This design comes from an exercise in tuning for small area, a short achievable clock period and few clock cycles per item on the open sky130 flow, not from production work. The RTL was checked by simulation tests, not by an equivalence proof against the original design. Power figures rest on the tool's default switching activity, not on a simulated workload.

[design/flow/config.mk]
export PLATFORM = sky130hd
export DESIGN_NAME = wpk_codec
export DESIGN_NICKNAME = wpk_codec
export VERILOG_FILES = /design/flow/design.v
export SDC_FILE = /design/flow/constraint.sdc
export NUM_CORES = 4
export LEC_CHECK = 0
export ABC_CLOCK_PERIOD_IN_PS = 3000
export CAP_MARGIN = 40
export CORE_MARGIN = 2
export CORE_UTILIZATION = 40
export SLEW_MARGIN = 20
export SYNTH_MEMORY_MAX_BITS = 8192
[design/flow/constraint.sdc]
create_clock -name core_clock -period 10.0 [get_ports {clk}]
set_input_delay 2.0000 -clock core_clock [delete_from_list [all_inputs] [get_ports {clk}]]
set_output_delay 2.0000 -clock core_clock [all_outputs]
set_load 0.01 [all_outputs]
[design/flow/design.v]
module wpk_codec (
    input  wire        clk,
    input  wire        rst,
    input  wire        s_valid,
    output wire        s_ready,
    input  wire [63:0] s_data,
    output wire        m_valid,
    input  wire        m_ready,
    output wire [63:0] m_data,
    output wire        m_last
);
    function [63:0] emask(input [1:0] code);
        case (code)
            2'd0: emask = {64{1'b1}};
            2'd1: emask = {32'd0, {32{1'b1}}};
            2'd2: emask = {48'd0, {16{1'b1}}};
            default: emask = {56'd0, {8{1'b1}}};
        endcase
    endfunction
    function [6:0] ewidth(input [1:0] code);
        case (code)
            2'd0: ewidth = 7'd64;
            2'd1: ewidth = 7'd32;
            2'd2: ewidth = 7'd16;
            default: ewidth = 7'd8;
        endcase
    endfunction
    function signbit(input [63:0] v, input [1:0] code);
        case (code)
            2'd0: signbit = v[63];
            2'd1: signbit = v[31];
            2'd2: signbit = v[15];
            default: signbit = v[7];
        endcase
    endfunction
    function [6:0] bitlen(input [63:0] v);
        integer i;
        begin
            bitlen = 7'd0;
            for (i = 0; i < 64; i = i + 1)
                if (v[i]) bitlen = i + 1;
        end
    endfunction
    function [63:0] rotl(input [63:0] v, input [5:0] r);
        reg [63:0] t;
        begin
            t = v;
            if (r[0]) t = {t[62:0], t[63]};
            if (r[1]) t = {t[61:0], t[63:62]};
            if (r[2]) t = {t[59:0], t[63:60]};
            if (r[3]) t = {t[55:0], t[63:56]};
            if (r[4]) t = {t[47:0], t[63:48]};
            if (r[5]) t = {t[31:0], t[63:32]};
            rotl = t;
        end
    endfunction
    function [63:0] lowmask(input [6:0] k);
        integer i;
        begin
            for (i = 0; i < 64; i = i + 1)
                lowmask[i] = (i < k);
        end
    endfunction
    reg  [63:0] f0, f1;
    reg  [1:0]  fcnt;
    reg         rdy;
    wire        pop;
    wire        push_in = s_valid & rdy;
    wire        head_v  = (fcnt != 2'd0);
    wire [63:0] head    = f0;
    wire [1:0]  fcnt_nx = fcnt + {1'b0, push_in} - {1'b0, pop};
    assign s_ready = rdy;
    always @(posedge clk) begin
        if (fcnt == 2'd0 || (pop && fcnt == 2'd1))
            f0 <= s_data;
        else if (pop)
            f0 <= f1;
        if (fcnt != 2'd2)
            f1 <= s_data;
        if (rst) begin
            fcnt <= 2'd0;
            rdy  <= 1'b0;
        end else begin
            fcnt <= fcnt_nx;
            rdy  <= (fcnt_nx != 2'd2);
        end
    end
    localparam [1:0] I_HDR = 2'd0, I_OFF = 2'd1, I_ENC = 2'd2, I_DEC = 2'd3;
    reg  [1:0]  is_st;
    reg         j_dec;
    reg  [1:0]  j_ew;
    reg         j_sx;
    reg  [7:0]  j_hw;
    reg  [6:0]  icnt;        
    wire [63:0] mask  = emask(j_ew);
    wire        j_bad = ({1'b0, j_hw} > {1'b0, ewidth(j_ew)});
    reg  [63:0] x1;
    reg         x1_v, x1_desc, x1_first, x1_last, x1_es;
    reg  [63:0] zw;
    reg         zw_v, zw_es, zw_ee;
    reg  [63:0] prev;        
    reg  [63:0] oracc;       
    reg         n_val;       
    wire        wr_real;
    wire        n_take;
    wire        hdr_take, off_take, enc_take;
    wire [63:0] r2   = (prev - x1) & mask;
    wire        sgn2 = signbit(r2, j_ew);
    wire [63:0] zz2  = ((r2 << 1) & mask) ^ (sgn2 ? mask : 64'd0);
    wire [63:0] ex2  = (j_sx & sgn2) ? (r2 | ~mask) : r2;
    wire        s2_fire = x1_v && (!zw_v || wr_real) &&
                          !(x1_first && n_val);
    wire        x1_free = !x1_v || s2_fire;
    always @(posedge clk) begin
        if (s2_fire) begin
            if (x1_desc) begin
                zw <= x1;
            end else if (j_dec) begin
                zw   <= ex2;
                prev <= r2;
            end else begin
                zw    <= zz2;
                prev  <= x1;
                oracc <= (x1_first ? 64'd0 : oracc) | zz2;
            end
            zw_es <= x1_es;
            zw_ee <= x1_last;
        end
        if (off_take)
            prev <= head & mask;
        if (rst) begin
            zw_v  <= 1'b0;
            n_val <= 1'b0;
        end else begin
            if (s2_fire)
                zw_v <= 1'b1;
            else if (wr_real)
                zw_v <= 1'b0;
            if (s2_fire && x1_last)
                n_val <= 1'b1;
            else if (n_take)
                n_val <= 1'b0;
        end
    end
    reg  [63:0] ua, ub;      
    reg         uav, ubv;
    reg  [5:0]  uo;          
    reg  [5:0]  uq;          
    reg  [6:0]  un;          
    reg  [6:0]  uwl;         
    wire [6:0]  osum   = {1'b0, uo} + un;
    wire        u_shift = osum[6];               
    wire        u_needb = (osum > 7'd64);
    wire [63:0] selm   = lowmask(7'd64 - {1'b0, uo});
    wire [63:0] uy     = (ua & selm) | (ub & ~selm);
    wire [63:0] ufield = rotl(uy, uq) & lowmask(un);
    wire [63:0] ud     = ((ufield >> 1) ^ (ufield[0] ? mask : 64'd0)) & mask;
    wire        u_fire = (is_st == I_DEC) && x1_free &&
                         (un == 7'd0 || uav) && (!u_needb || ubv);
    wire        u_sh   = u_fire && u_shift;
    wire        av1    = u_sh ? ubv : uav;
    wire        bv1    = u_sh ? 1'b0 : ubv;
    wire        u_pop  = (is_st == I_DEC) && head_v && (uwl != 7'd0) && !(av1 && bv1);
    assign hdr_take = (is_st == I_HDR) && head_v && x1_free;
    assign off_take = (is_st == I_OFF) && head_v && !x1_v;
    assign enc_take = (is_st == I_ENC) && head_v && x1_free;
    assign pop = hdr_take | off_take | enc_take | u_pop;
    always @(posedge clk) begin
        if (hdr_take) begin
            j_dec <= head[0];
            j_ew  <= head[2:1];
            j_sx  <= head[3];
            j_hw  <= head[15:8];
        end
        if (off_take) begin
            x1       <= {47'd0, j_bad, j_hw, 3'd0, j_bad, 3'd0, j_dec};
            x1_desc  <= 1'b1;
            x1_first <= 1'b0;
            x1_last  <= 1'b0;
            x1_es    <= !j_dec;
        end else if (enc_take) begin
            x1       <= head & mask;
            x1_desc  <= 1'b0;
            x1_first <= (icnt == 7'd0);
            x1_last  <= (icnt == 7'd63);
            x1_es    <= 1'b0;
        end else if (u_fire) begin
            x1       <= ud;
            x1_desc  <= 1'b0;
            x1_first <= 1'b0;
            x1_last  <= 1'b0;
            x1_es    <= 1'b0;
        end
        if (off_take) begin
            uo  <= 6'd0;
            uq  <= j_hw[5:0];
            un  <= j_hw[6:0];
            uwl <= j_hw[6:0];
        end else if (u_fire) begin
            uo <= uq;
            uq <= uq + un[5:0];
        end
        if (u_sh)
            ua <= ub;
        if (u_pop) begin
            if (!av1) ua <= head;
            else      ub <= head;
            uwl <= uwl - 7'd1;
        end
        if (rst) begin
            is_st <= I_HDR;
            icnt  <= 7'd0;
            x1_v  <= 1'b0;
            uav   <= 1'b0;
            ubv   <= 1'b0;
        end else begin
            if (off_take || enc_take || u_fire)
                x1_v <= 1'b1;
            else if (s2_fire)
                x1_v <= 1'b0;
            uav <= (u_pop && !av1) ? 1'b1 : av1;
            ubv <= (u_pop && av1) ? 1'b1 : bv1;
            case (is_st)
                I_HDR: if (hdr_take) is_st <= I_OFF;
                I_OFF: if (off_take) begin
                    icnt <= 7'd0;
                    if (!j_dec)     is_st <= I_ENC;
                    else if (j_bad) is_st <= I_HDR;
                    else            is_st <= I_DEC;
                end
                I_ENC: if (enc_take) begin
                    icnt <= icnt + 7'd1;
                    if (icnt == 7'd63) is_st <= I_HDR;
                end
                default: if (u_fire) begin
                    icnt <= icnt + 7'd1;
                    if (icnt == 7'd63) is_st <= I_HDR;
                end
            endcase
        end
    end
    reg  [64*65-1:0] ring;      
    reg  [5:0]  ph;
    reg  [5:0]  ws, rs;
    reg  [6:0]  rcount;
    reg         enc_stream;     
    wire        rd_any;
    wire walign = (ph == ws + 6'd1);
    wire wspace = !rcount[6];
    assign wr_real = zw_v && walign && wspace;
    wire wr_skip = !zw_v && !enc_stream && walign && wspace;
    wire wr_any  = wr_real | wr_skip;
    wire [64:0] ring0  = ring[0 +: 65];
    wire [64:0] ring63 = ring[63*65 +: 65];
    always @(posedge clk) begin
        ring[0 +: 62*65] <= ring[65 +: 62*65];
        ring[63*65 +: 65] <= ring0;
        ring[62*65 +: 64] <= wr_real ? zw : ring63[63:0];
        ring[62*65 + 64]  <= wr_real | (!wr_skip & ring63[64]);
    end
    always @(posedge clk) begin
        if (rst) begin
            ph         <= 6'd0;
            ws         <= 6'd63;
            rs         <= 6'd63;
            rcount     <= 7'd0;
            enc_stream <= 1'b0;
        end else begin
            ph <= ph + 6'd1;
            if (wr_any) ws <= ws + 6'd1;
            if (rd_any) rs <= rs + 6'd1;
            rcount <= rcount + {6'd0, wr_any} - {6'd0, rd_any};
            if (wr_real && zw_es)
                enc_stream <= 1'b1;
            else if (wr_real && zw_ee)
                enc_stream <= 1'b0;
        end
    end
    localparam [1:0] O_IDLE = 2'd0, O_ENC = 2'd1, O_DEC = 2'd2;
    reg  [1:0]  os_st;
    reg  [63:0] zr;
    reg         zr_v;
    reg  [5:0]  ocnt;
    reg  [6:0]  o_n;
    reg  [63:0] acc;
    reg  [7:0]  s;           
    reg         sv;          
    wire        ralign = (ph == rs);
    wire        ravail = (rcount != 7'd0);
    wire        tap_real = ring0[64];
    wire        push_ok = !sv;
    wire        s_hi  = s[7] | s[6];
    wire [63:0] prot  = rotl(zr, s[5:0]);
    wire [63:0] plm   = s_hi ? {64{1'b1}} : lowmask({1'b0, s[5:0]});
    wire [63:0] phi   = prot & plm;
    wire [63:0] plo   = prot & ~plm;
    wire        emit  = (s <= 8'd64);
    wire [63:0] pword = acc | phi;
    wire [6:0]  nb = bitlen(oracc);
    reg         zr_consume, push, pl;
    reg  [63:0] pd;
    always @(*) begin
        zr_consume = 1'b0;
        push = 1'b0;
        pd = pword;
        pl = (ocnt == 6'd63);
        if (zr_v) begin
            case (os_st)
                O_IDLE: begin
                    if (zr[0]) begin
                        push = 1'b1;
                        pd   = {52'd0, zr[16] ? 4'd4 : 4'd0, zr[15:8]};
                        pl   = zr[16];
                    end else if (n_val) begin
                        push = 1'b1;
                        pd   = {52'd0, 4'd0, 1'b0, nb};
                        pl   = (nb == 7'd0);
                    end
                    zr_consume = push && push_ok;
                end
                O_DEC: begin
                    push = 1'b1;
                    pd   = zr;
                    zr_consume = push_ok;
                end
                default: begin
                    push = emit;
                    zr_consume = !emit || push_ok;
                end
            endcase
        end
    end
    assign n_take = zr_v && (os_st == O_IDLE) && !zr[0] && n_val && push_ok;
    wire rd_skip = ralign && ravail && !tap_real;
    wire rd_real = ralign && ravail && tap_real && (!zr_v || zr_consume);
    assign rd_any = rd_skip | rd_real;
    always @(posedge clk) begin
        if (rd_real)
            zr <= ring0[63:0];
        if (zr_consume) begin
            case (os_st)
                O_IDLE: if (!zr[0]) begin
                    acc <= 64'd0;
                    s   <= 8'd128 - {1'b0, nb};
                    o_n <= nb;
                end
                O_ENC: begin
                    acc <= emit ? plo : pword;
                    s   <= s - {1'b0, o_n} + (emit ? 8'd64 : 8'd0);
                end
                default: ;
            endcase
        end
        if (rst) begin
            os_st <= O_IDLE;
            zr_v  <= 1'b0;
            ocnt  <= 6'd0;
        end else begin
            if (rd_real)
                zr_v <= 1'b1;
            else if (zr_consume)
                zr_v <= 1'b0;
            if (zr_consume) begin
                case (os_st)
                    O_IDLE: begin
                        ocnt <= 6'd0;
                        if (zr[0]) os_st <= zr[16] ? O_IDLE : O_DEC;
                        else       os_st <= O_ENC;
                    end
                    default: begin
                        ocnt <= ocnt + 6'd1;
                        if (ocnt == 6'd63) os_st <= O_IDLE;
                    end
                endcase
            end
        end
    end
    reg  [63:0] od, sd;
    reg         ov, ol, sl;
    wire        take = ov && m_ready;
    wire        push_eff = push && push_ok;
    always @(posedge clk) begin
        if (!ov || take) begin
            if (sv) begin
                od <= sd;
                ol <= sl;
            end else if (push_eff) begin
                od <= pd;
                ol <= pl;
            end
        end else if (push_eff) begin
            sd <= pd;
            sl <= pl;
        end
        if (rst) begin
            ov <= 1'b0;
            sv <= 1'b0;
        end else begin
            if (!ov || take) begin
                ov <= sv || push_eff;
                sv <= 1'b0;
            end else if (push_eff) begin
                sv <= 1'b1;
            end
        end
    end
    assign m_valid = ov;
    assign m_data  = od;
    assign m_last  = ol;
endmodule
[design/flow/run.sh]
#!/bin/bash
# synth_recipe.tcl (not shown) runs the flow's synth.tcl, then flattens the netlist and writes it again
# the make line also repeats each setting of config.mk as NAME=value (left out here)
make -C /OpenROAD-flow-scripts/flow DESIGN_CONFIG=/design/flow/config.mk WORK_HOME=/design/flow/orfs CLKGATE_MAP_FILE= SYNTH_SCRIPT=/design/flow/synth_recipe.tcl finish
==> impl_metrics.json, run 1 <==
{
  "skew_ns": 0.0947,
  "hold_viol_final": 0,
  "p_leak_nw": 63.6,
  "cap_viol_max_count": 0,
  "power.internal_mw": 35.0,
  "async_flop_share_pct": 0,
  "vias_per_cell": 4.98,
  "yosysUniqueCellTypes": 103,
  "fp.dieW_um": 599,
  "mostFrequentLayoutCell": "dfxtp_1",
  "io_buffers": 134,
  "cts_hold_buf": 0,
  "worst-path-max-fanout": 32,
  "synth_flop_cell": "dfxtp_1",
  "min_period_over_period_pct": 67.1,
  "power_density_nw_per_um2": 302,
  "cp-startpoint": "uo[1]",
  "core-area_um2": 353000,
  "layout-drive-gt1-share_pct": 14.1,
  "cts_buffers": 459,
  "die_h_um": 599,
  "worst-path-buf-inv": 3,
  "areaGrowthSynthToFinish_pct": 16.5,
  "p_sw_mw": 14.9,
  "cts_tree": "built",
  "synth.area.top_cells": "dfxtp_1 (61%), edfxtp_1 (15%), mux4_2 (3.0%)",
  "grt_pass1_vias": 76640,
  "rsz0062_at_grt": "no",
  "criticalPathCategory": "flop to flop",
  "start_kind": "flop",
  "fin_tns_setup_ns": 0,
  "nNetsFinal": 10536,
  "drcViolationCount": 0,
  "first_iter_violations": 6561,
  "hold_class": "flop to flop",
  "clockBufferDepth": 4,
  "yosys_warnings": 1,
  "yosysTopAreaCellShare_pct": 61.3,
  "cts_resized": 0,
  "rows": 218,
  "timing.fmax_mhz": 149,
  "gp_routability_congestion": 0.965,
  "slew_headroom_pct": 29.7,
  "crit_slowest_cell": "nor2b_1",
  "synth-edff-count": 703,
  "ant_nets": 0,
  "seqPwrFrac_pct": 45.9,
  "final_cell_mix": "dfxtp_1 (4338), edfxtp_1 (703), nand2_1 (525), clkbuf_16 (474), nor2_1 (473)",
  "endpoint_kind": "flop",
  "cts_sinks": 5043,
  "min_from": "ring[1263]",
  "wl_per_cell_um": 24.0,
  "worst_path_largest_cell_delay_ns": 0.75,
  "wl_mm": 371,
  "overflow": 0,
  "worst_pin_slew_ns": 1.05,
  "die-area_um2": 359000,
  "setup_viol": 0,
  "num_io_pins": 135,
  "cts_setup_buffers": 0,
  "synthesis.nets": 10167,
  "avgSynthCellArea_um2": 14.2,
  "p_clk_share_pct": 35.5,
  "outcome": "complete, no violations",
  "r2r_start": "uo[1]",
  "worstPathCellList": "inv_1 -> ha_1 -> buf_4 -> nor2_1 -> nand3_1 -> nand2_1 -> o21ai_0 -> mux2i_1 -> a2111oi_0 -> nor4_1 -> mux2i_1 -> o211ai_2 -> buf_4 -> nor2b_1 -> mux2i_1 -> o21ai_0",
  "finalMaxSlewViolations": 0,
  "antenna_found_initial": 30,
  "post-route-min-period_ns": 6.71,
  "grt_max_degree": 147,
  "first_pass_iters": 9,
  "syn_inst": 9978,
  "cp.arrival_ns": 7.58,
  "clkLatencyLatePin_ns": 1.01,
  "start_util_pct": 40.2,
  "cts_root_buffer": "clkbuf_16",
  "yosys.area.top_type": "dfxtp_1",
  "cp.required_ns": 10.86,
  "grt_usage_pct": 20.4,
  "grt_pass1_wl_mm": 537,
  "whs_ns": 0.240,
  "p_comb_share_pct": 18.6,
  "synth_seq_area_share_pct": 76.2,
  "critical-path-top-delay-family": "simple AND/OR/NAND/NOR gates",
  "ys_seq_elements": 5043,
  "cts.clk_slew.worst_paths_ns": 0.07,
  "syn_area_um2": 142000,
  "vias": 77011,
  "swShare_pct": 29.8,
  "peakVddDrop_v": 0.000200,
  "cts_max_level": 5,
  "crit_top_cell": "mux2i_1",
  "dp_hpwl_mm": 261
}
-- final cells by class --
class / count / area, um2
Fill cell: 30611 / 188000
Sequential cell: 5043 / 108000
Multi-Input combinational cell: 4298 / 31400
Clock buffer: 684 / 13800
Tap cell: 4730 / 5920
Timing Repair Buffer: 318 / 3090
Clock inverter: 162 / 2020
Inverter: 227 / 855
Antenna cell: 10 / 25.0
-- synth_stat cells, drive strengths merged (91+ instances only) --
| cell | instances |
|---|---|
| a21oi | 427 |
| xor2 | 103 |
| nand3 | 140 |
| inv | 224 |
| nand2 | 528 |
| clkbuf | 317 |
| dfxtp | 4340 |
| mux2i | 233 |
| buf | 93 |
| mux2 | 283 |
| mux4 | 189 |
| a22oi | 91 |
| o21ai | 464 |
| edfxtp | 703 |
| xnor2 | 106 |
| nor2 | 487 |
| ha | 115 |
-- flip-flops by register name, summed over array words and instances (netlist names), 8 cells and up --
register	flops
s	8
sd	64
x1	64
f0	64
ring	4160
j_hw	8
acc	64
ua	64
zw	64
prev	64
ub	64
f1	64
zr	64
od	64
oracc	64
-- cell families after synthesis --
kind of cell               count (synthesis)  synth area share [%]
AOI/OAI and AO/OA                       1673                  7.58
xor gates and xnor gates                 209                  1.30
adders and majority gates                121                  1.10
buffers and inverters                    637                  1.76
DFF                                     5043                  76.2
muxes                                    705                  6.90
and+or+nand+nor                         1590                  5.15
-- power by group through the flow --
stage          clock [mW]  combinational, mW  sequential [mW]
2_1_floorplan           0               5.69             22.4
5_1_grt              19.0               9.81             22.9
6_report             17.7               9.28             22.9
4_1_cts              18.2               9.12             22.8
3_3_place_gp            0               8.94             23.3
3_5_place_dp            0               9.08             23.3
-- per-layer routing --
metal | GRT usage (%) | part of all wire (%)
met5 | 0 | 0.012
met4 | 8.78 | 4.6
met3 | 3.11 | 5.6
met2 | 31.7 | 44
met1 | 28.2 | 45
-- per-stage QoR --
step                total power, mW  setup WS, ns  util, %  cell area (um2)  std cells
finish                         49.8          3.29     46.8           165000      15472
global route                   51.7          2.93     46.8           165000      15463
CTS                            50.1          3.22     46.8           165000      15454
detailed placement             32.4          3.22     42.3           149000      14608
global placement               32.3          3.18     42.1           149000      14566
floorplan                      28.1        0.0106        -           142000       9978
-- final timing paths --
check,endpoint,slack (ns),depth (start not counted)
setup / recovery,x1[17],3.29,16
hold / removal,ring[1198],0.24,0
hold reg to reg,ring[1198],0.24,0
setup reg to reg,x1[17],3.29,16
-- worst reg2reg max path, cell delays in order (launching register included) --
cell and delay [ns]:
dfxtp_1 0.71, inv_1 0.21, ha_1 0.24, buf_4 0.25
nor2_1 0.52, nand3_1 0.52, nand2_1 0.72, o21ai_0 0.37
mux2i_1 0.44, a2111oi_0 0.20, nor4_1 0.66, mux2i_1 0.23
o211ai_2 0.20, buf_4 0.31, nor2b_1 0.76, mux2i_1 0.18
o21ai_0 0.14
Testbench counts, summed over its fixed seeds: cycles 26,092, jobs 384.
==> run 2, diff against run 1 <==
--- a/design/flow/design.v
+++ b/design/flow/design.v
@@ -98,2 +98,5 @@
     reg         x1_v, x1_desc, x1_first, x1_last, x1_es;
+    reg         x1_dec, x1_sx, x1_bad;   
+    reg  [1:0]  x1_ew;
+    reg  [7:0]  x1_hw;
     reg  [63:0] zw;
@@ -106,6 +109,7 @@
     wire        hdr_take, off_take, enc_take;
-    wire [63:0] r2   = (prev - x1) & mask;
-    wire        sgn2 = signbit(r2, j_ew);
-    wire [63:0] zz2  = ((r2 << 1) & mask) ^ (sgn2 ? mask : 64'd0);
-    wire [63:0] ex2  = (j_sx & sgn2) ? (r2 | ~mask) : r2;
+    wire [63:0] mask2 = emask(x1_ew);
+    wire [63:0] r2   = (prev - x1) & mask2;
+    wire        sgn2 = signbit(r2, x1_ew);
+    wire [63:0] zz2  = ((r2 << 1) & mask2) ^ (sgn2 ? mask2 : 64'd0);
+    wire [63:0] ex2  = (x1_sx & sgn2) ? (r2 | ~mask2) : r2;
     wire        s2_fire = x1_v && (!zw_v || wr_real) &&
@@ -116,4 +120,5 @@
             if (x1_desc) begin
-                zw <= x1;
-            end else if (j_dec) begin
+                zw   <= {47'd0, x1_bad, x1_hw, 3'd0, x1_bad, 3'd0, x1_dec};
+                prev <= x1;
+            end else if (x1_dec) begin
                 zw   <= ex2;
@@ -128,4 +133,2 @@
         end
-        if (off_take)
-            prev <= head & mask;
         if (rst) begin
@@ -163,4 +166,5 @@
     wire        u_pop  = (is_st == I_DEC) && head_v && (uwl != 7'd0) && !(av1 && bv1);
-    assign hdr_take = (is_st == I_HDR) && head_v && x1_free;
-    assign off_take = (is_st == I_OFF) && head_v && !x1_v;
+    assign hdr_take = head_v && ((is_st == I_HDR) ||
+                                 ((is_st == I_DEC) && u_fire && (icnt == 7'd63)));
+    assign off_take = (is_st == I_OFF) && head_v && x1_free;
     assign enc_take = (is_st == I_ENC) && head_v && x1_free;
@@ -174,4 +178,11 @@
         end
+        if (off_take || enc_take || u_fire) begin
+            x1_dec <= j_dec;
+            x1_ew  <= j_ew;
+            x1_sx  <= j_sx;
+            x1_bad <= j_bad;
+            x1_hw  <= j_hw;
+        end
         if (off_take) begin
-            x1       <= {47'd0, j_bad, j_hw, 3'd0, j_bad, 3'd0, j_dec};
+            x1       <= head & mask;
             x1_desc  <= 1'b1;
@@ -236,3 +247,3 @@
                     icnt <= icnt + 7'd1;
-                    if (icnt == 7'd63) is_st <= I_HDR;
+                    if (icnt == 7'd63) is_st <= hdr_take ? I_OFF : I_HDR;
                 end
@@ -286,3 +297,2 @@
     reg  [7:0]  s;           
-    reg         sv;          
     wire        ralign = (ph == rs);
@@ -290,3 +300,3 @@
     wire        tap_real = ring0[64];
-    wire        push_ok = !sv;
+    wire        push_ok = !ov || m_ready;   
     wire        s_hi  = s[7] | s[6];
@@ -377,30 +387,16 @@
     end
-    reg  [63:0] od, sd;
-    reg         ov, ol, sl;
-    wire        take = ov && m_ready;
+    reg  [63:0] od;
+    reg         ov, ol;
     wire        push_eff = push && push_ok;
     always @(posedge clk) begin
-        if (!ov || take) begin
-            if (sv) begin
-                od <= sd;
-                ol <= sl;
-            end else if (push_eff) begin
-                od <= pd;
-                ol <= pl;
-            end
-        end else if (push_eff) begin
-            sd <= pd;
-            sl <= pl;
+        if (push_eff) begin
+            od <= pd;
+            ol <= pl;
         end
-        if (rst) begin
+        if (rst)
+            ov <= 1'b0;
+        else if (push_eff)
+            ov <= 1'b1;
+        else if (m_ready)
             ov <= 1'b0;
-            sv <= 1'b0;
-        end else begin
-            if (!ov || take) begin
-                ov <= sv || push_eff;
-                sv <= 1'b0;
-            end else if (push_eff) begin
-                sv <= 1'b1;
-            end
-        end
     end
--- a/design/flow/config.mk
+++ b/design/flow/config.mk
@@ -10,3 +10,5 @@
 export CORE_MARGIN = 2
-export CORE_UTILIZATION = 40
+export CORE_UTILIZATION = 60
+export CTS_CLUSTER_SIZE = 24
+export SETUP_SLACK_MARGIN = 5
 export SLEW_MARGIN = 20
==> run 2 against run 1 <==
  * Hold slack improved by 0.0010 ns
  * Clock-buffer cell count fell by 64
  * Via count rose by 7.8%
  * Largest power group unchanged
  * Synthesized cell count barely moved
  * Critical path type unchanged
  * Non-clock buffer count rose by 50
  * Still clean
  * Final area fell by 2.2%
  * Die area fell by 34%
  * Worst setup slack improved by 1.7 ns
  * Total power fell by 4.7%
  * Clock skew rose by 0.024 ns
  * Fmax rose by 33%
  * Register-to-register slack improved by 1.7 ns
==> impl_metrics.json, run 2 <==
{
  "synth.area.top_cells": "dfxtp_1 (61%), edfxtp_1 (15%), mux4_2 (2.7%)",
  "cp.required_ns": 10.90,
  "worst-path-max-fanout": 32,
  "whs_ns": 0.241,
  "mostFrequentLayoutCell": "dfxtp_1",
  "grt_max_degree": 133,
  "rows": 177,
  "start_kind": "flop",
  "ys_seq_elements": 4990,
  "synthesis.nets": 10172,
  "synth_flop_cell": "dfxtp_1",
  "rsz0062_at_grt": "yes",
  "layout-drive-gt1-share_pct": 14.5,
  "ys_top_cells_by_count": "dfxtp_1 (4286), edfxtp_1 (704), nand2_1 (572)",
  "yosysTopAreaCellShare_pct": 61.3,
  "nNetsFinal": 10596,
  "first_iter_violations": 10144,
  "outcome": "complete, no violations",
  "swShare_pct": 29.5,
  "largest_reg_flops": 4160,
  "criticalPathCategory": "flop to flop",
  "cts_buffers": 435,
  "io_buffers": 134,
  "cts_max_level": 5,
  "gp_routability_congestion": 0.958,
  "wl_per_cell_um": 30.6,
  "synth_seq_area_share_pct": 76.4,
  "first_pass_iters": 9,
  "yosys_warnings": 1,
  "endpoint_kind": "flop",
  "min_period_over_period_pct": 50.4,
  "worst_pin_slew_ns": 0.980,
  "final_cell_mix": "dfxtp_1 (4282), edfxtp_1 (704), nand2_1 (566), o21ai_0 (490), nor2_1 (478)",
  "num_io_pins": 135,
  "post-route-min-period_ns": 5.04,
  "cts_root_buffer": "clkbuf_16",
  "grt_pass1_wl_mm": 600,
  "wl_mm": 423,
  "drcViolationCount": 0,
  "regMostFlops": "ring",
  "cts.clk_slew.worst_paths_ns": 0.07,
  "grt_usage_pct": 35.1,
  "syn_area_um2": 140000,
  "vias_per_cell": 6.01,
  "syn_inst": 9983,
  "overflow": 0,
  "start_util_pct": 60.3,
  "yosysUniqueCellTypes": 114,
  "core-area_um2": 232000,
  "hold_class": "flop to flop",
  "grt_pass1_vias": 84318,
  "cp.arrival_ns": 5.94,
  "synth-edff-count": 704,
  "vias": 82988,
  "cts_tree": "built",
  "async_flop_share_pct": 0,
  "areaGrowthSynthToFinish_pct": 15.4,
  "antenna_found_initial": 47,
  "critical-path-top-delay-family": "compound AO/OA/AOI/OAI gates",
  "power.internal_mw": 33.5,
  "ant_nets": 0,
  "power_density_nw_per_um2": 294,
  "yosys.area.top_type": "dfxtp_1",
  "skew_ns": 0.119,
  "seqPwrFrac_pct": 47.2,
  "worstPathCellList": "buf_6 -> or2_4 -> nor2_1 -> nand2_1 -> o21ai_0 -> nor2b_4 -> inv_2 -> a21oi_2 -> o21ai_0 -> buf_4 -> o21a_2 -> ha_1 -> inv_1 -> ha_1 -> inv_1 -> fa_1 -> inv_1 -> a21oi_1 -> o21bai_2 -> a21oi_1 -> nor2_1 -> or3_1 -> a21oi_1",
  "cap_viol_max_count": 0,
  "crit_slowest_cell": "edfxtp_1",
  "die_h_um": 487,
  "timing.fmax_mhz": 198,
  "dp_hpwl_mm": 263,
  "p_sw_mw": 14.0,
  "die-area_um2": 237000,
  "clockBufferDepth": 4,
  "fin_tns_setup_ns": 0,
  "fp.dieW_um": 487,
  "slew_headroom_pct": 34.0,
  "cts_sinks": 4990,
  "worst-path-buf-inv": 6,
  "p_comb_share_pct": 16.6,
  "yosysMostFrequentCell": "dfxtp_1",
  "peakVddDrop_v": 0.000281,
  "p_clk_share_pct": 36.2,
  "hold_viol_final": 0,
  "nFillCells": 14087,
  "p_leak_nw": 61.7,
  "worst_path_largest_cell_delay_ns": 0.42,
  "avgSynthCellArea_um2": 14.0,
  "clkLatencyLatePin_ns": 1.02,
  "setup_viol": 0,
  "finalMaxSlewViolations": 0
}
run 2: area by class of cell:
class | count | area [um2] | area share, %
Sequential cell | 4990 | 107000 | 66.2
Multi-Input combinational cell | 4353 | 31700 | 19.6
Antenna cell | 12 | 30.0 | 0.0186
Inverter | 259 | 978 | 0.606
Timing Repair Buffer | 368 | 3560 | 2.21
Clock inverter | 162 | 1570 | 0.970
Clock buffer | 620 | 12900 | 8.02
Tap cell | 3043 | 3810 | 2.36
run 2: layer usage:
metal | track usage (%) | wire, um | vias up
met3 | 7.61 | 36300 | 1409
met1 | 42.2 | 154000 | 40666
met2 | 59.2 | 205000 | 4982
li1 | - | - | 35905
met5 | 0.388 | 294 | -
met4 | 18.2 | 26900 | 26
run 2: timing repair:
item / 4_1_cts / 5_1_grt
setup endpoints to repair: 313 / 284
hold buffers: 0 / 0
gates cloned: 3 / 4
setup buffers: 33 / 29
gates resized for setup: 127 / 76
pin swaps: 20 / 15
run 2: kinds of logic (layout without fill, tap and decap cells):
family,count (synthesis),after routing,synth area share (%)
and+or+nand+nor,1781,1783,5.99
other,0,12,0
DFF,4990,4990,76.4
adders and majority gates,121,121,1.11
xor gates and xnor gates,174,174,1.09
AOI/OAI and AO/OA,1756,1757,8.27
muxes,516,518,5.33
buffers and inverters,645,1409,1.81
run 2: worst reg2reg max path, stage by stage (launching register included):
cell	delay, ns
edfxtp_1	0.42
buf_6	0.25
or2_4	0.34
nor2_1	0.23
nand2_1	0.13
o21ai_0	0.22
nor2b_4	0.23
inv_2	0.06
a21oi_2	0.22
o21ai_0	0.13
buf_4	0.22
o21a_2	0.31
ha_1	0.31
inv_1	0.04
ha_1	0.21
inv_1	0.08
fa_1	0.23
inv_1	0.06
a21oi_1	0.19
o21bai_2	0.13
a21oi_1	0.27
nor2_1	0.11
or3_1	0.37
a21oi_1	0.16
run 2: worst paths after layout:
kind                                  from    endpoint  depth (start not counted)  slack (ns)
worst max-delay path                  s[2]   rcount[6]                         23        4.96
worst min-delay path            ring[4027]  ring[3962]                          0        0.24
worst max register to register        s[2]   rcount[6]                         23        4.96
worst min register to register  ring[4027]  ring[3962]                          0        0.24
run 2: metrics by stage:
stage                     area, um2  utilization (%)  setup slack [ns]  total power, mW  cells
after floorplan              140000                -              4.53             26.5   9983
after global placement       145000             62.3              3.23             29.6  12896
after detailed placement     145000             62.5              3.74             29.8  12936
after CTS                    161000             69.2              5.00             47.2  13754
after global routing         162000             69.5              4.79             48.6  13798
final                        162000             69.5              4.96             47.5  13807
run 2: power groups by stage:
| stage | registers (mW) | clock network (mW) | logic (mW) |
|---|---|---|---|
| final | 22.4 | 17.2 | 7.89 |
| after global routing | 22.4 | 18.0 | 8.16 |
| after CTS | 22.4 | 17.4 | 7.43 |
| after detailed placement | 22.8 | 0 | 7.00 |
| after global placement | 22.8 | 0 | 6.81 |
| after floorplan | 22.1 | 0 | 4.38 |
Testbench counts of run 2, summed over its fixed seeds: cycles 25,892, jobs 384.
==> run 3, diff against run 2 <==
--- a/design/flow/design.v
+++ b/design/flow/design.v
@@ -104,3 +104,5 @@
     reg  [63:0] prev;        
-    reg  [63:0] oracc;       
+    reg  [6:0]  zl;          
+    reg         zl_v, zl_first;
+    reg  [6:0]  nmax;        
     reg         n_val;       
@@ -109,27 +111,48 @@
     wire        hdr_take, off_take, enc_take;
-    wire [63:0] mask2 = emask(x1_ew);
-    wire [63:0] r2   = (prev - x1) & mask2;
-    wire        sgn2 = signbit(r2, x1_ew);
-    wire [63:0] zz2  = ((r2 << 1) & mask2) ^ (sgn2 ? mask2 : 64'd0);
-    wire [63:0] ex2  = (x1_sx & sgn2) ? (r2 | ~mask2) : r2;
-    wire        s2_fire = x1_v && (!zw_v || wr_real) &&
-                          !(x1_first && n_val);
-    wire        x1_free = !x1_v || s2_fire;
+    reg  [63:0] ra;          
+    reg         ra_v, ra_desc, ra_first, ra_last, ra_es;
+    reg         ra_dec, ra_sx, ra_bad;
+    reg  [1:0]  ra_ew;
+    reg  [7:0]  ra_hw;
+    wire [63:0] r2      = (prev - x1) & emask(x1_ew);
+    wire        sb_fire = ra_v && (!zw_v || wr_real) && !(ra_first && n_val);
+    wire        ra_free = !ra_v || sb_fire;
+    wire        sa_fire = x1_v && ra_free;
+    wire        x1_free = !x1_v || sa_fire;
+    wire [63:0] maskb = emask(ra_ew);
+    wire        sgnb  = signbit(ra, ra_ew);
+    wire [63:0] zzb   = ((ra << 1) & maskb) ^ (sgnb ? maskb : 64'd0);
+    wire [63:0] exb   = (ra_sx & sgnb) ? (ra | ~maskb) : ra;
+    wire [6:0]  zlen  = bitlen(zzb);
     always @(posedge clk) begin
-        if (s2_fire) begin
-            if (x1_desc) begin
-                zw   <= {47'd0, x1_bad, x1_hw, 3'd0, x1_bad, 3'd0, x1_dec};
-                prev <= x1;
-            end else if (x1_dec) begin
-                zw   <= ex2;
-                prev <= r2;
+        if (sa_fire) begin
+            ra       <= r2;
+            prev     <= (x1_dec && !x1_desc) ? r2 : x1;
+            ra_desc  <= x1_desc;
+            ra_first <= x1_first;
+            ra_last  <= x1_last;
+            ra_es    <= x1_es;
+            ra_dec   <= x1_dec;
+            ra_sx    <= x1_sx;
+            ra_bad   <= x1_bad;
+            ra_ew    <= x1_ew;
+            ra_hw    <= x1_hw;
+        end
+        if (sb_fire) begin
+            if (ra_desc) begin
+                zw <= {47'd0, ra_bad, ra_hw, 3'd0, ra_bad, 3'd0, ra_dec};
+            end else if (ra_dec) begin
+                zw <= exb;
             end else begin
-                zw    <= zz2;
-                prev  <= x1;
-                oracc <= (x1_first ? 64'd0 : oracc) | zz2;
+                zw    <= zzb;
+                zl    <= zlen;
             end
-            zw_es <= x1_es;
-            zw_ee <= x1_last;
+            zw_es <= ra_es;
+            zw_ee <= ra_last;
         end
+        if (zl_v)
+            nmax <= (zl_first || zl > nmax) ? zl : nmax;
         if (rst) begin
+            zl_v  <= 1'b0;
+            ra_v  <= 1'b0;
             zw_v  <= 1'b0;
@@ -137,3 +160,7 @@
         end else begin
-            if (s2_fire)
+            if (sa_fire)
+                ra_v <= 1'b1;
+            else if (sb_fire)
+                ra_v <= 1'b0;
+            if (sb_fire)
                 zw_v <= 1'b1;
@@ -141,3 +168,5 @@
                 zw_v <= 1'b0;
-            if (s2_fire && x1_last)
+            zl_v     <= sb_fire && !ra_desc && !ra_dec;
+            zl_first <= ra_first;
+            if (sb_fire && ra_last)
                 n_val <= 1'b1;
@@ -149,3 +178,2 @@
     reg         uav, ubv;
-    reg  [5:0]  uo;          
     reg  [5:0]  uq;          
@@ -153,6 +181,8 @@
     reg  [6:0]  uwl;         
-    wire [6:0]  osum   = {1'b0, uo} + un;
-    wire        u_shift = osum[6];               
-    wire        u_needb = (osum > 7'd64);
-    wire [63:0] selm   = lowmask(7'd64 - {1'b0, uo});
+    reg  [63:0] selm;        
+    reg         u_shift;     
+    reg         u_needb;     
+    reg         u_zero;      
+    wire [6:0]  qsum   = {1'b0, uq} + un;
+    wire [63:0] selm_nx = lowmask(7'd64 - {1'b0, uq});
     wire [63:0] uy     = (ua & selm) | (ub & ~selm);
@@ -161,3 +191,3 @@
     wire        u_fire = (is_st == I_DEC) && x1_free &&
-                         (un == 7'd0 || uav) && (!u_needb || ubv);
+                         (u_zero || uav) && (!u_needb || ubv);
     wire        u_sh   = u_fire && u_shift;
@@ -205,9 +235,14 @@
         if (off_take) begin
-            uo  <= 6'd0;
-            uq  <= j_hw[5:0];
-            un  <= j_hw[6:0];
-            uwl <= j_hw[6:0];
+            uq      <= j_hw[5:0];
+            un      <= j_hw[6:0];
+            uwl     <= j_hw[6:0];
+            selm    <= {64{1'b1}};
+            u_shift <= (j_hw[6:0] == 7'd64);
+            u_needb <= 1'b0;
+            u_zero  <= (j_hw[6:0] == 7'd0);
         end else if (u_fire) begin
-            uo <= uq;
-            uq <= uq + un[5:0];
+            uq      <= qsum[5:0];
+            selm    <= selm_nx;
+            u_shift <= qsum[6];
+            u_needb <= (qsum > 7'd64);
         end
@@ -229,3 +264,3 @@
                 x1_v <= 1'b1;
-            else if (s2_fire)
+            else if (sa_fire)
                 x1_v <= 1'b0;
@@ -258,3 +293,4 @@
     wire        rd_any;
-    wire walign = (ph == ws + 6'd1);
+    reg  walign;                
+    reg  ralign;                
     wire wspace = !rcount[6];
@@ -263,2 +299,4 @@
     wire wr_any  = wr_real | wr_skip;
+    wire [6:0] rc_rd = wr_any ? rcount : rcount - 7'd1;
+    wire [6:0] rc_nr = wr_any ? rcount + 7'd1 : rcount;
     wire [64:0] ring0  = ring[0 +: 65];
@@ -276,3 +314,6 @@
             rs         <= 6'd63;
+            walign     <= 1'b1;
+            ralign     <= 1'b0;
             rcount     <= 7'd0;
+            ravail     <= 1'b0;
             enc_stream <= 1'b0;
@@ -280,5 +321,8 @@
             ph <= ph + 6'd1;
+            walign <= wr_any ? walign : (ph == ws);
+            ralign <= rd_any ? ralign : (ph + 6'd1 == rs);
             if (wr_any) ws <= ws + 6'd1;
             if (rd_any) rs <= rs + 6'd1;
-            rcount <= rcount + {6'd0, wr_any} - {6'd0, rd_any};
+            rcount <= rd_any ? rc_rd : rc_nr;
+            ravail <= wr_any || (rcount[6:1] != 6'd0) || (rcount[0] && !rd_any);
             if (wr_real && zw_es)
@@ -297,4 +341,3 @@
     reg  [7:0]  s;           
-    wire        ralign = (ph == rs);
-    wire        ravail = (rcount != 7'd0);
+    reg         ravail;      
     wire        tap_real = ring0[64];
@@ -306,5 +349,6 @@
     wire [63:0] plo   = prot & ~plm;
-    wire        emit  = (s <= 8'd64);
+    reg         emit;        
+    wire [7:0]  s_upd = s - {1'b0, o_n} + (emit ? 8'd64 : 8'd0);
     wire [63:0] pword = acc | phi;
-    wire [6:0]  nb = bitlen(oracc);
+    wire [6:0]  nb = (zl > nmax) ? zl : nmax;
     reg         zr_consume, push, pl;
@@ -312,3 +356,2 @@
     always @(*) begin
-        zr_consume = 1'b0;
         push = 1'b0;
@@ -328,3 +371,2 @@
                     end
-                    zr_consume = push && push_ok;
                 end
@@ -333,3 +375,2 @@
                     pd   = zr;
-                    zr_consume = push_ok;
                 end
@@ -337,3 +378,2 @@
                     push = emit;
-                    zr_consume = !emit || push_ok;
                 end
@@ -342,5 +382,8 @@
     end
+    wire c_free = zr_v && (os_st == O_ENC) && !emit;    
+    always @(*) zr_consume = c_free | (push & push_ok);
     assign n_take = zr_v && (os_st == O_IDLE) && !zr[0] && n_val && push_ok;
+    wire rd_base = ralign && ravail && tap_real;
     wire rd_skip = ralign && ravail && !tap_real;
-    wire rd_real = ralign && ravail && tap_real && (!zr_v || zr_consume);
+    wire rd_real = rd_base && (!zr_v || c_free || (push && push_ok));
     assign rd_any = rd_skip | rd_real;
@@ -353,4 +396,5 @@
                     acc <= 64'd0;
-                    s   <= 8'd128 - {1'b0, nb};
-                    o_n <= nb;
+                    s    <= 8'd128 - {1'b0, nb};
+                    emit <= nb[6];
+                    o_n  <= nb;
                 end
@@ -358,3 +402,4 @@
                     acc <= emit ? plo : pword;
-                    s   <= s - {1'b0, o_n} + (emit ? 8'd64 : 8'd0);
+                    s    <= s_upd;
+                    emit <= (s_upd <= 8'd64);
                 end
==> design/flow/flow/run.sh (new file) <==
#!/bin/bash
set -euo pipefail
bash standard.sh SETUP_SLACK_MARGIN=6.5 finish > standard.log 2>&1
==> design/flow/standard.sh (new file) <==
#!/bin/bash
# synth_recipe.tcl (not shown) runs the flow's synth.tcl, then flattens the netlist and writes it again
# the make line also repeats each setting of config.mk as NAME=value (left out here)
make -C /OpenROAD-flow-scripts/flow DESIGN_CONFIG=/design/flow/config.mk WORK_HOME=/design/flow/orfs CLKGATE_MAP_FILE= SYNTH_SCRIPT=/design/flow/synth_recipe.tcl "${@:-finish}"
--- a/design/flow/config.mk
+++ b/design/flow/config.mk
@@ -10,4 +10,5 @@
 export CORE_MARGIN = 2
-export CORE_UTILIZATION = 60
-export CTS_CLUSTER_SIZE = 24
+export CORE_UTILIZATION = 50
+export CTS_CLUSTER_DIAMETER = 120
+export CTS_CLUSTER_SIZE = 20
 export SETUP_SLACK_MARGIN = 5
removed: design/flow/run.sh
==> run 3 against run 2 <==
  * Flip-flop and latch count grew 99
  * Clock power shrank 32%
  * Via count shrank 18%
  * Clock skew shrank 0.074 ns
  * Hold slack gained 0.045 ns
  * Cell count shrank 2.4%
  * Combinational power shrank 34%
==> impl_metrics.json, run 3 <==
{
  "outcome": "complete, no violations",
  "cap_viol_max_count": 0,
  "critical-path-top-delay-family": "flip-flops",
  "timing.fmax_mhz": 277,
  "hold_class": "flop to flop",
  "worst-path-max-fanout": 1,
  "io_buffers": 134,
  "worstPathCellList": "buf_6",
  "wl_per_cell_um": 19.7,
  "yosysTopAreaCellShare_pct": 62.9,
  "yosys.area.top_type": "dfxtp_1",
  "dp.cells": 12979,
  "r2r_start": "x1[29]",
  "drcViolationCount": 0,
  "rr_endpoint": "prev[48]",
  "fp.dieW_um": 530,
  "slew_headroom_pct": 33.9,
  "cp.depth": 1,
  "synth.area.top_cells": "dfxtp_1 (63%), edfxtp_1 (16%), mux4_2 (3.1%)",
  "design_area_um2": 154000,
  "cp.arrival_ns": 1.61,
  "grt_usage_pct": 18.6,
  "regMostFlops": "ring",
  "areaGrowthSynthToFinish_pct": 11.4,
  "avgSynthCellArea_um2": 14.7,
  "cp-startpoint": "od[2]",
  "dp_hpwl_mm": 175,
  "yosys_warnings": 1,
  "crit_end": "m_data[2]",
  "synth_seq_area_share_pct": 79.0,
  "grt_max_degree": 145,
  "cts_root_buffer": "clkbuf_16",
  "setup_viol": 0,
  "worst_path_largest_cell_delay_ns": 0.53,
  "cts_max_level": 5,
  "largest_reg_flops": 4160,
  "cts_buffers": 294,
  "power_density_nw_per_um2": 258,
  "worst-path-buf-inv": 1,
  "vias": 67882,
  "synth_flop_cell": "dfxtp_1",
  "async_flop_share_pct": 0,
  "grt_pass1_wl_mm": 403,
  "die_h_um": 530,
  "nNetsFinal": 9857,
  "hold_viol_final": 0,
  "place_area_um2": 144000,
  "antenna_found_initial": 25,
  "start_util_pct": 50.2,
  "syn_inst": 9388,
  "pre_cts_ws_ns": 4.42,
  "nFillCells": 22143,
  "mostFrequentLayoutCell": "dfxtp_1",
  "p_leak_nw": 58.9,
  "cts_tree": "built",
  "criticalPathCategory": "flop to output port",
  "gp_routability_congestion": 0.904,
  "cp.required_ns": 8.00,
  "worst_pin_slew_ns": 0.991,
  "start_kind": "flop",
  "yosysUniqueCellTypes": 88,
  "final_cell_mix": "dfxtp_1 (4345), nor2_1 (839), edfxtp_1 (739), nand2_1 (480), a21oi_1 (306)",
  "min_period_over_period_pct": 36.1,
  "rows": 193,
  "rr_worst_depth": 16,
  "first_pass_iters": 5,
  "synthesis.nets": 9575,
  "clockBufferDepth": 4,
  "crit_slowest_cell": "edfxtp_1",
  "wl_mm": 265,
  "ys_seq_elements": 5089,
  "core-area_um2": 276000,
  "die-area_um2": 281000,
  "fin_tns_setup_ns": 0,
  "yosysMostFrequentCell": "dfxtp_1",
  "finalMaxSlewViolations": 0,
  "grt_pass1_vias": 66188,
  "peakVddDrop_v": 0.000139,
  "post-route-min-period_ns": 3.61,
  "fin_cells": 13480,
  "ys_top_cells_by_count": "dfxtp_1 (4350), nor2_1 (865), edfxtp_1 (739)",
  "rsz0062_at_grt": "yes",
  "layout-drive-gt1-share_pct": 12.9,
  "synth-edff-count": 739,
  "skew_ns": 0.0449,
  "clkLatencyLatePin_ns": 0.90,
  "cts_sinks": 5089,
  "postLayoutSetupSlackWorst_ns": 6.39,
  "reg2reg_setup_slack_ns": 6.40,
  "first_iter_violations": 5157,
  "ant_nets": 0,
  "syn_area_um2": 138000,
  "endpoint_kind": "output port",
  "cts.clk_slew.worst_paths_ns": 0.09,
  "overflow": 0,
  "num_io_pins": 135,
  "vias_per_cell": 5.04
}
run 3: changes by cell type after synthesis, sizes merged, moves of 61 or more:
cell    previous run  this run
mux2i            163       236
nand2            573       487
nor2             505       865
mux2             188       267
nand3            128        41
inv              251       149
dfxtp           4286      4350
o21ai            509       286
a221oi            80         8
xnor2            111       172
a21oi            406       323
run 3: metrics by stage:
step,hold WS (ns),util (%),power [mW]
floorplan,0.310,-,26.4
global placement,0.310,52.1,28.1
detailed placement,0.312,52.2,28.2
CTS,0.277,55.5,40.1
global route,0.278,55.9,41.5
finish,0.286,55.9,39.8
run 3: per-layer routing:
metal / GRT usage [%] / routed length, um / share of wire (%)
met2: 27.5 / 113000 / 43
met4: 6.21 / 8970 / 3.4
met3: 2.98 / 14800 / 5.6
met1: 27.8 / 129000 / 48
met5: 0 / 39 / 0.015
run 3: how the worst min path moves through the flow:
stage,to,cells past startpoint,start
after global routing,ring[1864],0,ring[1929]
after global placement,ring[1813],0,ring[1878]
after detailed placement,ring[1590],0,ring[1655]
after CTS,ring[1864],0,ring[1929]
final,ring[2907],0,ring[2972]
after floorplan,ring[0],0,ring[65]
run 3: final cells by class:
class / count / area, um2 / share of cell area, %
antenna: 11 / 27.5 / 0.0179
tap: 3705 / 4640 / 3.01
timing repair buffer: 330 / 3140 / 2.04
inverter: 150 / 576 / 0.374
clock buffer: 366 / 7730 / 5.02
clock inverter: 24 / 392 / 0.254
sequential: 5089 / 109000 / 70.9
multi-input combinational: 3805 / 28300 / 18.4
run 3: kinds of logic (layout without fill, tap and decap cells):
group,count (synthesis),count (layout),share of synthesized area [%]
compound gates,1085,1085,4.97
xor+xnor,246,246,1.56
fa+ha+maj,119,119,1.10
buf+inv,495,870,1.46
flops,5089,5089,79.0
mux,692,693,6.96
other cells,0,11,0
simple gates,1662,1662,4.98
run 3: repair_timing:
item,CTS,global route
setup endpoints to repair,675,386
gates cloned,3,4
pin swaps,64,76
hold buffers,0,0
resized for setup,441,122
buffers inserted,57,32
endpoints found under the hold margin,0,0
run 3: power breakdown:
group	leakage (nW)	total [mW]	internal, mW	switching [mW]
Combinational	13.2	5.21	2.13	3.08
Sequential	41.7	22.9	22.1	0.749
Clock	3.94	11.7	5.50	6.16
Total	58.9	39.8	29.8	9.98
Testbench counts of run 3, summed over its fixed seeds: cycles 25,900, jobs 384.
==> run 4, diff against run 3 <==
--- a/design/flow/design.v
+++ b/design/flow/design.v
@@ -435,7 +435,5 @@
     wire        push_eff = push && push_ok;
+    wire [64:0] o_chg = push_eff ? ({pl, pd} ^ {ol, od}) : 65'd0;
     always @(posedge clk) begin
-        if (push_eff) begin
-            od <= pd;
-            ol <= pl;
-        end
+        {ol, od} <= {ol, od} ^ o_chg;
         if (rst)
==> run 4 against run 3 <==
  * Highest routed layer is now met4
  * Clock skew up 0.046 ns
  * Cell count is 0.12% higher
  * Utilization up 0.22 points
  * Via count rose by 0.37%
  * Final area increased by 0.48%
  * Die area rose by 0.15%
==> impl_metrics.json, run 4 <==
{
  "yosys_warnings": 1,
  "rsz0062_at_grt": "yes",
  "min_period_over_period_pct": 36.5,
  "crit_slowest_cell": "ha_4",
  "wl_mm": 271,
  "rows": 193,
  "timing.fmax_mhz": 274,
  "start_util_pct": 50.2,
  "antenna_found_initial": 27,
  "drcViolationCount": 0,
  "cts_tree": "built",
  "dp_hpwl_mm": 178,
  "outcome": "complete, no violations",
  "power_density_nw_per_um2": 257,
  "grt_max_degree": 75,
  "grt_pass1_wl_mm": 407,
  "worstPathCellList": "buf_8 -> nand2b_4 -> and3_4 -> buf_16 -> a31oi_4 -> a31oi_4 -> buf_6 -> buf_6 -> buf_8 -> ha_4 -> a21o_1 -> a21o_1 -> a21o_1 -> a21oi_2 -> xnor2_1 -> mux2i_1 -> nor2_1",
  "num_io_pins": 135,
  "synth-edff-count": 739,
  "layout-drive-gt1-share_pct": 13.4,
  "yosysUniqueCellTypes": 98,
  "finalMaxSlewViolations": 0,
  "postLayoutCoreUtil_pct": 56.1,
  "cts_max_level": 5,
  "hold_viol_final": 0,
  "synth_flop_cell": "dfxtp_1",
  "clockBufferDepth": 4,
  "worst-path-buf-inv": 5,
  "cts_sinks": 5089,
  "mostFrequentLayoutCell": "dfxtp_1",
  "areaGrowthSynthToFinish_pct": 11.7,
  "final_cell_mix": "dfxtp_1 (4348), nor2_1 (825), edfxtp_1 (739), nand2_1 (439), a21oi_1 (304)",
  "worst-path-max-fanout": 5,
  "die_h_um": 530,
  "grt_usage_pct": 18.9,
  "clkLatencyLatePin_ns": 0.94,
  "yosysTopAreaCellShare_pct": 62.8,
  "nNetsFinal": 9869,
  "whs_ns": 0.246,
  "cts.clk_slew.worst_paths_ns": 0.08,
  "cts_hold_buf": 0,
  "worstHoldPathCells": 0,
  "p_leak_nw": 59.6,
  "ant_nets": 0,
  "hold_class": "flop to flop",
  "vias_per_cell": 5.05,
  "avgSynthCellArea_um2": 14.8,
  "cp.depth": 17,
  "worst_path_largest_cell_delay_ns": 0.22,
  "syn_inst": 9385,
  "crit_top_cell": "a21o_1",
  "first_pass_iters": 8,
  "cts_root_buffer": "clkbuf_16",
  "grt_pass1_vias": 66380,
  "skew_ns": 0.0913,
  "vias": 68132,
  "endpoint_kind": "flop",
  "gp_routability_congestion": 0.886,
  "cp.arrival_ns": 4.50,
  "start_kind": "primary input",
  "ys_seq_elements": 5089,
  "wl_per_cell_um": 20.1,
  "syn_area_um2": 139000,
  "synthesis.nets": 9572,
  "first_iter_violations": 5057,
  "fp.dieW_um": 530,
  "criticalPathCategory": "primary input to flop",
  "ys_top_cells_by_count": "dfxtp_1 (4350), nor2_1 (848), edfxtp_1 (739)",
  "regMostFlops": "ring",
  "die-area_um2": 281000,
  "cts_buffers": 293,
  "critical-path-top-delay-family": "compound AO/OA/AOI/OAI gates",
  "setup_viol": 0,
  "io_buffers": 134,
  "async_flop_share_pct": 0,
  "peakVddDrop_v": 0.000152,
  "fin_tns_setup_ns": 0,
  "largest_reg_flops": 4160,
  "reg2reg_setup_slack_ns": 6.40,
  "synth.area.top_cells": "dfxtp_1 (63%), edfxtp_1 (16%), mux4_2 (3.3%)",
  "yosys.area.top_type": "dfxtp_1",
  "nFillCells": 22004,
  "cp.required_ns": 10.85,
  "synth_seq_area_share_pct": 78.8,
  "post-route-min-period_ns": 3.65,
  "slew_headroom_pct": 19.4,
  "cap_viol_max_count": 0,
  "core-area_um2": 276000,
  "rr_worst_depth": 13,
  "worst_pin_slew_ns": 1.21,
  "yosysMostFrequentCell": "dfxtp_1",
  "overflow": 0
}
-- run 4: cell count changes in the layout (fill, tap and decap cells not counted), moves of 17 or more --
cell,previous run,this run
o21ai_1,27,53
mux4_2,189,207
mux2i_1,227,190
nor3_1,83,114
nand2_1,480,439
a21oi_2,12,29
xnor2_1,167,148
-- run 4: cells by family (layout without fill, tap and decap cells) --
family | after synthesis | count (layout) | synth area share (%)
AO/OA/AOI/OAI | 1111 | 1111 | 5.01
XOR/XNOR | 243 | 243 | 1.55
adder cells (fa/ha/maj) | 119 | 119 | 1.10
buffers and inverters | 503 | 892 | 1.51
flip-flops | 5089 | 5089 | 78.8
multiplexers | 681 | 683 | 7.04
other | 0 | 14 | 0
AND/OR/NAND/NOR | 1639 | 1640 | 4.94
-- run 4: area by class of cell --
class	instances	area, um2	area share (%)
Multi-Input combinational cell	3796	28600	18.5
Antenna cell	14	35.0	0.0226
Inverter	158	648	0.419
Clock buffer	364	7690	4.97
Clock inverter	26	450	0.291
Timing Repair inverter	3	40.0	0.0259
Sequential cell	5089	109000	70.6
Tap cell	3705	4640	2.99
Timing Repair Buffer	341	3460	2.23
-- run 4: what timing repair did --
item                                    in CTS  in global routing
gates resized for setup                    480                170
pin swaps                                   52                 71
endpoints found under the setup margin     845                376
gates cloned                                15                  8
setup buffers                               62                 30
-- run 4: path summary, 6_finish.rpt --
path,from,end
setup / recovery,m_ready,rcount[5]
hold / removal,ring[4063],ring[3998]
setup reg to reg,ra[63],zl[1]
hold reg to reg,ring[4063],ring[3998]
-- run 4: per-stage QoR --
step / total power, mW / cells / area, um2 / setup slack (ns)
final: 39.8 / 13496 / 155000 / 6.35
after global routing: 41.5 / 13484 / 155000 / 6.24
after CTS: 39.9 / 13439 / 154000 / 6.33
after detailed placement: 27.9 / 12972 / 144000 / 3.87
after global placement: 27.8 / 12951 / 144000 / 3.63
after floorplan: 26.2 / 9385 / 139000 / 4.88
-- run 4: report_power, final --
group	internal [mW]	switching, mW	total [mW]	leakage, nW
combinational	2.30	3.17	5.46	13.7
clock	5.49	6.19	11.7	3.95
sequential	21.9	0.754	22.7	42.0
-- run 4: layer usage --
layer	up-vias	GRT usage (%)	part of all wire (%)
met4	0	6.24	3.5
met1	33298	27.7	48
li1	32480	-	-
met3	509	2.73	5.4
met2	1845	28.9	44
met5	-	0	0
Testbench counts of run 4, summed over its fixed seeds: cycles 25,900, jobs 384.
==> run 5, diff against run 4 <==
--- a/design/flow/design.v
+++ b/design/flow/design.v
@@ -104,4 +104,3 @@
     reg  [63:0] prev;        
-    reg  [6:0]  zl;          
-    reg         zl_v, zl_first;
+    reg         zw_isenc, zw_first;   
     reg  [6:0]  nmax;        
@@ -116,3 +115,3 @@
     reg  [7:0]  ra_hw;
-    wire [63:0] r2      = (prev - x1) & emask(x1_ew);
+    wire [63:0] r2      = prev - x1;     
     wire        sb_fire = ra_v && (!zw_v || wr_real) && !(ra_first && n_val);
@@ -121,2 +120,4 @@
     wire        x1_free = !x1_v || sa_fire;
+    wire [6:0]  zwlen = bitlen(zw);
+    wire        zwc   = zw_v && zw_isenc;
     wire [63:0] maskb = emask(ra_ew);
@@ -124,4 +125,3 @@
     wire [63:0] zzb   = ((ra << 1) & maskb) ^ (sgnb ? maskb : 64'd0);
-    wire [63:0] exb   = (ra_sx & sgnb) ? (ra | ~maskb) : ra;
-    wire [6:0]  zlen  = bitlen(zzb);
+    wire [63:0] exb   = (ra_sx & sgnb) ? (ra | ~maskb) : (ra & maskb);
     always @(posedge clk) begin
@@ -147,11 +147,11 @@
                 zw    <= zzb;
-                zl    <= zlen;
             end
-            zw_es <= ra_es;
-            zw_ee <= ra_last;
+            zw_es    <= ra_es;
+            zw_ee    <= ra_last;
+            zw_isenc <= !ra_desc && !ra_dec;
+            zw_first <= ra_first;
         end
-        if (zl_v)
-            nmax <= (zl_first || zl > nmax) ? zl : nmax;
+        if (zwc)
+            nmax <= (zw_first || zwlen > nmax) ? zwlen : nmax;
         if (rst) begin
-            zl_v  <= 1'b0;
             ra_v  <= 1'b0;
@@ -168,4 +168,2 @@
                 zw_v <= 1'b0;
-            zl_v     <= sb_fire && !ra_desc && !ra_dec;
-            zl_first <= ra_first;
             if (sb_fire && ra_last)
@@ -352,3 +350,3 @@
     wire [63:0] pword = acc | phi;
-    wire [6:0]  nb = (zl > nmax) ? zl : nmax;
+    wire [6:0]  nb = (zwc && zwlen > nmax) ? zwlen : nmax;
     reg         zr_consume, push, pl;
==> run 5 against run 4 <==
  * Sequential power about the same
  * Final area barely moved
  * Non-clock buffer count down 7
  * Clock skew is 0.020 ns lower
  * Clock-buffer cell count decreased by 11
  * Clock power hardly changed
  * First-iteration DRC count decreased by 3.7%
  * Die area about the same
  * Via count down 1.1%
  * Combinational power down 2%
  * Critical path depth grew 2
  * Utilization is essentially flat
  * Largest cell class unchanged
  * Largest power group unchanged
  * Highest routed layer is now met5
==> impl_metrics.json, run 5 <==
{
  "outcome": "complete, no violations",
  "cts_root_buffer": "clkbuf_16",
  "start_kind": "flop",
  "wl_mm": 272,
  "power_density_nw_per_um2": 255,
  "worst-path-max-fanout": 8,
  "synth_flop_cell": "dfxtp_1",
  "cts.clk_slew.worst_paths_ns": 0.08,
  "cp.required_ns": 10.72,
  "vias": 67412,
  "cts_tree": "built",
  "rows": 193,
  "ant_nets": 0,
  "num_io_pins": 135,
  "yosys_warnings": 1,
  "fin_cells": 13354,
  "die-area_um2": 281000,
  "grt_max_degree": 146,
  "critical-path-top-delay-family": "compound AO/OA/AOI/OAI gates",
  "worst_pin_slew_ns": 0.882,
  "pre_cts_ws_ns": 3.79,
  "wl_per_cell_um": 20.4,
  "overflow": 0,
  "seqPwrFrac_pct": 56.9,
  "clkLatencyLatePin_ns": 0.92,
  "first_iter_violations": 4870,
  "regMostFlops": "ring",
  "fin_tns_setup_ns": 0,
  "synthesis.nets": 9440,
  "antenna_found_initial": 35,
  "gp_routability_congestion": 0.894,
  "synth-edff-count": 733,
  "syn_area_um2": 139000,
  "first_pass_iters": 6,
  "whs_ns": 0.258,
  "rsz0062_at_grt": "yes",
  "mostFrequentLayoutCell": "dfxtp_1",
  "place_area_um2": 144000,
  "dp.cells": 12859,
  "cap_viol_max_count": 0,
  "p_leak_nw": 59.0,
  "yosysTopAreaCellShare_pct": 62.9,
  "p_sw_mw": 10.0,
  "finalPower_mw": 39.6,
  "nNetsFinal": 9741,
  "async_flop_share_pct": 0,
  "ys_seq_elements": 5082,
  "fp.dieW_um": 530,
  "start_util_pct": 50.2,
  "finalMaxSlewViolations": 0,
  "crit_top_cell": "o21a_1",
  "criticalPathCategory": "flop to flop",
  "p_clk_share_pct": 29.6,
  "largest_reg_flops": 4160,
  "dp_hpwl_mm": 181,
  "final_cell_mix": "dfxtp_1 (4344), edfxtp_1 (733), nor2_1 (608), nand2_1 (452), a21oi_1 (361)",
  "slew_headroom_pct": 41.1,
  "drcViolationCount": 0,
  "setup_viol": 0,
  "ys_top_cells_by_count": "dfxtp_1 (4349), edfxtp_1 (733), nor2_1 (628)",
  "worst-path-buf-inv": 1,
  "worst_path_largest_cell_delay_ns": 0.59,
  "vias_per_cell": 5.05,
  "die_h_um": 530,
  "nFillCells": 21997,
  "cts_max_level": 5,
  "layout-drive-gt1-share_pct": 13.6,
  "skew_ns": 0.0714,
  "yosys.area.top_type": "dfxtp_1",
  "core-area_um2": 276000,
  "timing.fmax_mhz": 248,
  "synth.area.top_cells": "dfxtp_1 (63%), edfxtp_1 (16%), mux4_2 (3.8%)",
  "yosysUniqueCellTypes": 92,
  "yosysMostFrequentCell": "dfxtp_1",
  "peakVddDrop_v": 0.000217,
  "avgSynthCellArea_um2": 15.0,
  "hold_viol_final": 0,
  "cp.arrival_ns": 4.75,
  "min_period_over_period_pct": 40.4,
  "syn_inst": 9254,
  "clockBufferDepth": 4,
  "cts_buffers": 294,
  "worstPathCellList": "or4_4 -> a21oi_4 -> o21ai_2 -> a21bo_2 -> a21o_1 -> a21oi_4 -> o21a_1 -> ha_4 -> o21a_1 -> o21a_1 -> o21bai_2 -> a21oi_4 -> buf_12 -> a31oi_4 -> and2_4 -> ha_4 -> nand4b_1 -> o21a_1 -> o32ai_2",
  "post-route-min-period_ns": 4.04,
  "synth_seq_area_share_pct": 78.7,
  "crit_slowest_cell": "or4_4",
  "power.internal_mw": 29.6,
  "design_area_um2": 155000,
  "areaGrowthSynthToFinish_pct": 11.8,
  "cts_sinks": 5082,
  "io_buffers": 134,
  "swShare_pct": 25.3,
  "grt_usage_pct": 19.0,
  "grt_pass1_wl_mm": 407,
  "hold_class": "flop to flop",
  "p_comb_share_pct": 13.5,
  "postLayoutSetupSlackWorst_ns": 5.96,
  "endpoint_kind": "flop",
  "postLayoutCoreUtil_pct": 56.1,
  "grt_pass1_vias": 65568
}
-- run 5: path summary, 6_finish.rpt --
path	from	endpoint	slack, ns	cells past startpoint
worst min-delay path	ring[224]	ring[159]	0.26	0
worst max-delay path	zw[9]	flop	5.96	19
worst max register to register	zw[9]	flop	5.96	19
worst min register to register	ring[224]	ring[159]	0.26	0
-- run 5: worst register-to-register path, cell delays in order, from the launching register on --
cell and delay, ns:
edfxtp_1 0.40, or4_4 0.59, a21oi_4 0.16, o21ai_2 0.08, a21bo_2 0.22, a21o_1 0.21
a21oi_4 0.14, o21a_1 0.21, ha_4 0.22, o21a_1 0.10, o21a_1 0.17, o21bai_2 0.17
a21oi_4 0.09, buf_12 0.16, a31oi_4 0.12, and2_4 0.17, ha_4 0.15, nand4b_1 0.10
o21a_1 0.21, o32ai_2 0.20
-- run 5: power groups by stage --
| stage | Combinational (mW) | Sequential, mW | Clock [mW] |
|---|---|---|---|
| 2_1_floorplan | 3.44 | 22.7 | 0 |
| 3_3_place_gp | 4.76 | 23.0 | 0 |
| 3_5_place_dp | 4.84 | 23.0 | 0 |
| 4_1_cts | 5.10 | 22.5 | 12.2 |
| 5_1_grt | 5.74 | 22.6 | 12.9 |
| 6_report | 5.33 | 22.5 | 11.7 |
-- run 5: cell type report --
type	count	area, um2	share of cell area [%]
diodes	6	15.0	0.00969
multi-input cells	3682	29000	18.7
clock inverters	31	616	0.397
well taps	3705	4640	2.99
repair buffers	334	3230	2.09
inverters	156	633	0.409
flip-flops and latches	5082	109000	70.4
clock buffers	353	7620	4.92
repair inverters	5	65.1	0.0420
-- run 5: what timing repair did --
action / in CTS / in global routing
endpoints found under the setup margin: 879 / 354
pin swaps: 35 / 60
setup buffers: 51 / 34
gates resized for setup: 498 / 146
cloned: 10 / 3
hold buffers: 0 / 0
-- run 5: logic make-up after synthesis --
| family | after synthesis | synth area share [%] |
|---|---|---|
| flip-flops | 5082 | 78.7 |
| AND/OR/NAND/NOR | 1461 | 4.59 |
| AO/OA/AOI/OAI | 1167 | 5.25 |
| multiplexers | 727 | 7.55 |
| buffers and inverters | 490 | 1.45 |
| XOR/XNOR | 209 | 1.32 |
| adder cells (fa/ha/maj) | 118 | 1.09 |
-- run 5: per-layer routing --
metal  GRT usage (%)  vias to the layer above  part of all wire [%]
met5               0                        -                0.0048
met3            3.02                      445                   5.7
met2            29.7                     1862                    45
li1                -                    32215                     -
met1            26.9                    32888                    46
met4            6.76                        2                   3.6
Testbench counts of run 5, summed over its fixed seeds: cycles 25,900, jobs 384.

separate check: timing with driven ports:
The results above use ideal ports. As a check the final layouts listed here were re-extracted and re-timed, cells and wires unchanged. Step 1, drivers: a clkbuf_16 drives clk and a buf_2 each remaining input, both assumed. Step 2 moves the port delays by t, midway between the first and last clock arrival at a register: inputs arrive t later, outputs are due t later. That takes back most of the time a late clock gives input paths. a / b / c = ideal / step 1 / step 2; a / b = the first two.
| run | shift t [ns] | slack for setup (ns) | latest minus earliest clock arrival (ns) | worst slew at a driven data input, ns |
|---|---|---|---|---|
| run 1 | 1.071 | 3.286 / 3.286 / 3.286 | 0.103 / 0.103 | 0.08 |
| run 2 | 1.079 | 4.960 / 4.960 / 4.087 | 0.143 / 0.143 | 0.13 |
| run 3 | 0.976 | 6.391 / 6.290 / 5.577 | 0.059 / 0.059 | 0.06 |
| run 4 | 0.993 | 6.350 / 6.321 / 5.419 | 0.095 / 0.095 | 0.05 |
| run 5 | 0.990 | 5.964 / 5.964 / 5.414 | 0.085 / 0.086 | 0.08 |
After both steps every run listed still meets setup and hold. The setup slack of run 4, which loses most, moves by -0.029 ns with the drivers and by -0.931 ns with both steps.
